Source: an optimization exercise on an open RTL-to-GDS flow (aim: a short achievable clock period and few clock cycles). Production flows keep margins and buffers that such runs may drop.
Function was checked by simulation only, so behaviour that the tests miss may differ from the original.
No activity file was given, so power comes from the tool's default toggle rates.

==> design/flow/design.v <==
module ssq_chunkenc (
    input  wire        clk,
    input  wire        rst,
    input  wire        in_valid,
    output wire        in_ready,
    input  wire [7:0]  in_data,
    input  wire        in_last,
    output reg         out_valid,
    input  wire        out_ready,
    output reg  [7:0]  out_data,
    output reg         out_last,
    output reg  [15:0] out_sym_len,
    output reg  [2:0]  out_chunk_pad,
    output reg  [15:0] out_total,
    output reg  [15:0] out_conv
);
    localparam ST_RUN   = 2'd0;   
    localparam ST_FLUSH = 2'd1;   
    localparam ST_END   = 2'd2;   
    reg [1:0]  state;
    reg [11:0] bbuf;
    reg [3:0]  bcnt;
    reg        seen_last;
    reg [4:0]  sbits;
    reg [2:0]  scnt;
    reg [7:0]  acc;
    reg [3:0]  acc_cnt;
    reg [15:0] sym_len;
    reg [15:0] total;
    reg [15:0] conv;
    reg [2:0]  chunk_pad;
    function [7:0] norm;
        input [7:0] b;
        begin
            if (b >= 8'd32 && b <= 8'd126)
                norm = b;
            else if (b >= 8'd128)
                norm = 8'd48 + ((b - 8'd128) % 8'd75);
            else if ((b >= 8'd16 && b <= 8'd26) || (b >= 8'd28 && b <= 8'd31))
                norm = b + 8'd64;                   
            else begin
                case (b)                            
                    8'd0:   norm = 8'd48;   
                    8'd1:   norm = 8'd49;   
                    8'd2:   norm = 8'd50;   
                    8'd3:   norm = 8'd51;   
                    8'd4:   norm = 8'd52;   
                    8'd5:   norm = 8'd53;   
                    8'd6:   norm = 8'd54;   
                    8'd7:   norm = 8'd55;   
                    8'd8:   norm = 8'd56;   
                    8'd9:   norm = 8'd57;   
                    8'd10:  norm = 8'd32;   
                    8'd11:  norm = 8'd118;  
                    8'd12:  norm = 8'd102;  
                    8'd13:  norm = 8'd114;  
                    8'd14:  norm = 8'd83;   
                    8'd15:  norm = 8'd73;   
                    8'd27:  norm = 8'd69;   
                    default: norm = 8'd68;  
                endcase
            end
        end
    endfunction
    wire       in_conv = (in_data < 8'd32) || (in_data > 8'd126);
    wire [7:0] in_norm = norm(in_data);
    reg  [4:0] chunk;
    reg  [4:0] tab_bits;
    reg  [2:0] tab_len;
    always @(*) begin
        chunk = bbuf[11:7];
        case (chunk)
            5'b00000: begin tab_bits = 5'b00000; tab_len = 3'd0; end  
            5'b00001: begin tab_bits = 5'b10000; tab_len = 3'd1; end  
            5'b00010: begin tab_bits = 5'b10000; tab_len = 3'd1; end  
            5'b00011: begin tab_bits = 5'b11000; tab_len = 3'd2; end  
            5'b00100: begin tab_bits = 5'b10000; tab_len = 3'd1; end  
            5'b00101: begin tab_bits = 5'b10100; tab_len = 3'd3; end  
            5'b00110: begin tab_bits = 5'b11000; tab_len = 3'd2; end  
            5'b00111: begin tab_bits = 5'b11100; tab_len = 3'd3; end  
            5'b01000: begin tab_bits = 5'b10000; tab_len = 3'd1; end  
            5'b01001: begin tab_bits = 5'b10100; tab_len = 3'd3; end  
            5'b01010: begin tab_bits = 5'b10100; tab_len = 3'd3; end  
            5'b01011: begin tab_bits = 5'b10110; tab_len = 3'd4; end  
            5'b01100: begin tab_bits = 5'b11000; tab_len = 3'd2; end  
            5'b01101: begin tab_bits = 5'b11010; tab_len = 3'd4; end  
            5'b01110: begin tab_bits = 5'b11100; tab_len = 3'd3; end  
            5'b01111: begin tab_bits = 5'b11110; tab_len = 3'd4; end  
            5'b10000: begin tab_bits = 5'b10000; tab_len = 3'd1; end  
            5'b10001: begin tab_bits = 5'b10100; tab_len = 3'd3; end  
            5'b10010: begin tab_bits = 5'b10100; tab_len = 3'd3; end  
            5'b10011: begin tab_bits = 5'b10110; tab_len = 3'd4; end  
            5'b10100: begin tab_bits = 5'b10100; tab_len = 3'd3; end  
            5'b10101: begin tab_bits = 5'b10101; tab_len = 3'd5; end  
            5'b10110: begin tab_bits = 5'b10110; tab_len = 3'd4; end  
            5'b10111: begin tab_bits = 5'b10111; tab_len = 3'd5; end  
            5'b11000: begin tab_bits = 5'b11000; tab_len = 3'd2; end  
            5'b11001: begin tab_bits = 5'b11010; tab_len = 3'd4; end  
            5'b11010: begin tab_bits = 5'b11010; tab_len = 3'd4; end  
            5'b11011: begin tab_bits = 5'b11011; tab_len = 3'd5; end  
            5'b11100: begin tab_bits = 5'b11100; tab_len = 3'd3; end  
            5'b11101: begin tab_bits = 5'b11101; tab_len = 3'd5; end  
            5'b11110: begin tab_bits = 5'b11110; tab_len = 3'd4; end  
            5'b11111: begin tab_bits = 5'b11111; tab_len = 3'd5; end  
            default: begin tab_bits = 5'b00000; tab_len = 3'd0; end
        endcase
    end
    wire out_free   = !out_valid || out_ready;
    wire chunk_full = (bcnt >= 4'd5);
    wire chunk_tail = seen_last && (bcnt != 4'd0) && (bcnt < 4'd5);
    assign in_ready = (state == ST_RUN) && !seen_last && (bcnt <= 4'd4);
    wire in_fire = in_valid && in_ready;
    always @(posedge clk) begin
        if (rst) begin
            state         <= ST_RUN;
            bbuf          <= 12'd0;
            bcnt          <= 4'd0;
            seen_last     <= 1'b0;
            sbits         <= 5'd0;
            scnt          <= 3'd0;
            acc           <= 8'd0;
            acc_cnt       <= 4'd0;
            sym_len       <= 16'd0;
            total         <= 16'd0;
            conv          <= 16'd0;
            chunk_pad     <= 3'd0;
            out_valid     <= 1'b0;
            out_data      <= 8'd0;
            out_last      <= 1'b0;
            out_sym_len   <= 16'd0;
            out_chunk_pad <= 3'd0;
            out_total     <= 16'd0;
            out_conv      <= 16'd0;
        end else begin
            if (out_valid && out_ready)
                out_valid <= 1'b0;
            case (state)
            ST_RUN: begin
                if (in_fire) begin
                    bbuf  <= bbuf | ({in_norm, 4'd0} >> bcnt);
                    bcnt  <= bcnt + 4'd8;
                    total <= total + 16'd1;
                    if (in_conv)
                        conv <= conv + 16'd1;
                    if (in_last)
                        seen_last <= 1'b1;
                end else if (acc_cnt == 4'd8) begin
                    if (out_free) begin
                        out_valid     <= 1'b1;
                        out_data      <= acc;
                        out_last      <= 1'b0;
                        out_sym_len   <= 16'd0;
                        out_chunk_pad <= 3'd0;
                        out_total     <= 16'd0;
                        out_conv      <= 16'd0;
                        acc           <= 8'd0;
                        acc_cnt       <= 4'd0;
                    end
                end else if (scnt != 3'd0) begin
                    acc      <= acc | ({sbits[4], 7'd0} >> acc_cnt);
                    acc_cnt  <= acc_cnt + 4'd1;
                    sbits    <= sbits << 1;
                    scnt     <= scnt - 3'd1;
                    sym_len  <= sym_len + 16'd1;
                end else if (chunk_full || chunk_tail) begin
                    sbits <= tab_bits;
                    scnt  <= tab_len;
                    bbuf  <= bbuf << 5;
                    if (chunk_full) begin
                        bcnt <= bcnt - 4'd5;
                    end else begin
                        bcnt      <= 4'd0;
                        chunk_pad <= 3'd5 - bcnt[2:0];
                    end
                end else if (seen_last) begin
                    state <= ST_FLUSH;
                end
            end
            ST_FLUSH: begin
                if (acc_cnt == 4'd0) begin
                    state <= ST_END;
                end else if (out_free) begin
                    out_valid     <= 1'b1;
                    out_data      <= acc;
                    out_last      <= 1'b0;
                    out_sym_len   <= 16'd0;
                    out_chunk_pad <= 3'd0;
                    out_total     <= 16'd0;
                    out_conv      <= 16'd0;
                    acc           <= 8'd0;
                    acc_cnt       <= 4'd0;
                    state         <= ST_END;
                end
            end
            default: begin  
                if (out_free) begin
                    out_valid     <= 1'b1;
                    out_data      <= 8'd0;
                    out_last      <= 1'b1;
                    out_sym_len   <= sym_len;
                    out_chunk_pad <= chunk_pad;
                    out_total     <= total;
                    out_conv      <= conv;
                    state         <= ST_RUN;
                    bbuf          <= 12'd0;
                    bcnt          <= 4'd0;
                    seen_last     <= 1'b0;
                    sym_len       <= 16'd0;
                    total         <= 16'd0;
                    conv          <= 16'd0;
                    chunk_pad     <= 3'd0;
                end
            end
            endcase
        end
    end
endmodule
==> design/flow/run.sh <==
#!/bin/bash
# synth_recipe.tcl (not shown) runs the flow's synth.tcl, then flattens the netlist and writes it again
# the make line also repeats each setting of config.mk as NAME=value (left out here)
make -C /OpenROAD-flow-scripts/flow DESIGN_CONFIG=/design/flow/config.mk WORK_HOME=/design/flow/orfs CLKGATE_MAP_FILE= SYNTH_SCRIPT=/design/flow/synth_recipe.tcl finish
==> design/flow/config.mk <==
export PLATFORM = sky130hd
export DESIGN_NAME = ssq_chunkenc
export DESIGN_NICKNAME = ssq_chunkenc
export VERILOG_FILES = /design/flow/design.v
export SDC_FILE = /design/flow/constraint.sdc
export NUM_CORES = 4
export LEC_CHECK = 0
export CAP_MARGIN = 20
export CORE_MARGIN = 2
export CORE_UTILIZATION = 40
export SLEW_MARGIN = 20
==> design/flow/constraint.sdc <==
create_clock -name core_clock -period 6.5 [get_ports {clk}]
set_input_delay 1.3000 -clock core_clock [delete_from_list [all_inputs] [get_ports {clk}]]
set_output_delay 1.3000 -clock core_clock [all_outputs]
set_load 0.01 [all_outputs]
==> summary.txt <==
[registers in the layout (all words and copies together), names as in the netlist]
register,count
conv,16
out_conv,16
out_sym_len,16
out_total,16
sym_len,16
total,16
bbuf,12
acc,8
out_data,8
sbits,5
tab_bits,5
acc_cnt,4
bcnt,4
chunk_pad,3
out_chunk_pad,3
scnt,3
tab_len,3
state,2
out_last,1
out_valid,1
seen_last,1
[cell usage in the layout (no fill, tap or decap), drive strengths merged, types with 20 or more instances in the layout]
cell type / netlist / final
a21oi: 80 / 80
a22oi: 56 / 56
buf: 17 / 38
clkdlybuf4s50: 0 / 73
dfxtp: 159 / 159
ha: 29 / 29
inv: 30 / 36
nand2: 66 / 66
nand3: 34 / 34
nor2: 176 / 176
nor3: 20 / 20
o21ai: 42 / 42
xor2: 33 / 33
[worst max-delay path, delay by kind of cell]
kind / cells / cell delay, ns
fa+ha+maj: 4 / 0.81
compound gates: 7 / 1.17
mux: 1 / 0.07
simple gates: 12 / 2.16
buf+inv: 4 / 0.72
xor+xnor: 1 / 0.20
[layout make-up]
class	count	area [um2]	area share (%)
flip-flops and latches	159	3180	31.2
well taps	270	338	3.31
repair buffers	111	1020	9.96
multi-input cells	778	4940	48.4
clock inverters	13	176	1.73
inverters	30	115	1.13
clock buffers	19	433	4.24
[cell families after synthesis]
| family | Yosys count | synth area share, % |
|---|---|---|
| xor gates and xnor gates | 45 | 4.70 |
| adders and majority gates | 29 | 4.32 |
| DFF | 159 | 37.9 |
| AOI/OAI and AO/OA | 273 | 21.9 |
| buffers and inverters | 97 | 4.77 |
| muxes | 20 | 2.77 |
| and+or+nand+nor | 411 | 23.6 |
[path summary, 6_finish.rpt]
kind / end / slack [ns] / start
worst min-delay path: bbuf[0] / 0.45 / bbuf[0]
worst max register to register: conv[13] / 1.54 / bcnt[1]
worst min register to register: bbuf[0] / 0.45 / bbuf[0]
worst max-delay path: tab_len[0] / 0.37 / in_data[7]
[what timing repair did]
action / 4_1_cts / 5_1_grt
endpoints found under the hold margin: 0 / 0
resized for setup: 0 / 1
setup endpoints to repair: 0 / 2
setup buffers: 0 / 0
hold buffers: 0 / 0
[stage by stage]
| stage | utilization (%) | cells | setup WS [ns] |
|---|---|---|---|
| floorplan | - | 1034 | 0.0229 |
| global placement | 47.0 | 1348 | 0.0238 |
| detailed placement | 47.0 | 1348 | -0.0611 |
| CTS | 49.9 | 1380 | 0.338 |
| global route | 49.9 | 1380 | 0.00346 |
| finish | 49.9 | 1380 | 0.367 |
[where the power goes]
group	switching, uW	internal, uW
logic	503	319
clock network	419	614
registers	71.2	1050
total	993	1980
[routing by layer]
metal,share of wire [%],vias up,GRT usage (%)
met3,4.1,30,3.67
met4,2.1,0,7.14
met1,51,3460,27.9
met5,0,-,0
li1,-,3836,-
met2,43,169,28.7
==> impl_metrics.toml <==
[timing]
period_needed_ns = 6.13
clock.fmax_mhz = 163
maxSlewViolCount = 0
hold_ws_ns = 0.453
period_share_pct = 94.4
setup_viol = 0
tns_ns = 0
hold_viol_final = 0
worst_pin_slew_ns = 1.00
rsz0062_at_grt = "no"
slew-limit-headroom_pct = 32.9
fin_skew_ns = 0.00898

[yosys]
ys_seq_area_share_pct = 37.9
netlist-cell-type-count = 83
yosysWarnings = 1
synth_area_per_cell_um2 = 8.12
netlist_instances = 1034
synth-seq-cells = 159
netlist_top_cells_area = "dfxtp_1 (38%), nor2_1 (7.8%), a22oi_1 (5.0%)"
netlist.top_cell.by_area = "dfxtp_1"
ys_async_sr_fraction_pct = 0
synth_ff_type = "dfxtp_1"
yosys.area.top_type_share_pct = 37.9
synth_commonest_cells = "nor2_1 (175), dfxtp_1 (159), a21oi_1 (79)"
yosysMostFrequentCell = "nor2_1"
synthesis.area_um2 = 8390
syn-num-nets = 1076
synth_edf_count = 0

[clock_network]
clock_latency_ns = 0.42
cts.sinks = 159
clockRootBuffer = "clkbuf_16"
tritoncts = "done"
cts_buffers = 17
cts.path.max_buffers = 2
clk_pin_slew_ns = 0.07
htree_levels = 4

[worst_setup_path]
critical_path.max_stage_delay_ns = 0.43
worst_r2r_path_depth = 13
cp_data_arrival_time_ns = 6.44
cp.required_ns = 6.81
end_kind = "flop"
path_common_cell = "inv_1"
criticalPathCategory = "primary input to flop"
critical_path.slowest_cell = "clkdlybuf4s50_1"
crit_path_start_kind = "primary input"
critPathMaxFanout = 7

[power]
p_leak_uw = 0.00371
p_total_uw = 2980
p_per_area_nw_per_um2 = 292
irDropWorstVdd_mv = 0.164

[routing]
avgViaCountPerCell = 5.43
wirelength_mm = 21.1
drt_pre_antenna_iters = 5
num_vias = 7495
wl_per_cell_um = 15.3
ant_nets = 0
drc_errors = 0
drt_first_iter_violations = 406

[floorplan]
die_w_um = 149
ios = 75
start_util_pct = 41.1
core_um2 = 20400
fp.dieH_um = 149
rows = 52
dieArea_um2 = 22200

[grt]
grt_max_degree = 77
grt_pass1_vias = 6926
antenna_found_initial = 0
grt_pass1_wl_mm = 35.2
grt-ovfl-total = 0
grt.total_usage_pct = 19.4

[layout]
area_delta_synth_final_pct = 21.6
n_fill_cell = 1995
fin_area_um2 = 10200
antenna_cells = 0
final_net_count = 1139
drive_gt1_share_pct = 10.6

[min_path]
worstHoldPathType = "flop to flop"
min_delay_path_depth = 2

[run_status]
status = "complete, no violations"

[run]
maxCapViolCount = 0

[placed_design]
place_congestion = 0.922
dpl_cell_area_um2 = 9590
dp_hpwl_mm = 14.4
io_buffer_count = 74
Testbench counts, summed over its fixed seeds: cycles 455,462.

## re-timing with driven ports
How much do the figures lean on ideal ports? The routed layout below was timed once more, with nothing changed but the port constraints.
Step 1: set_driving_cell puts a clkbuf_16 on clk and a buf_2 on each other input, an assumption about the parent block.
Step 2 moves the port delays by t, midway between the first and last clock arrival at a register: inputs arrive t later, outputs are due t later. That takes back most of the time a late clock gives input paths.
Three values: ideal ports, drivers, drivers and shift; two values: the first two.
t, ns: 0.463
setup WS [ns]: 0.367 / 0.390 / -0.073
pins driven straight from the clock port: 1
With both steps, setup timing fails in this run, where it was met with ideal ports. The setup slack of this run moves by +0.023 ns with the drivers and by -0.440 ns with both steps.
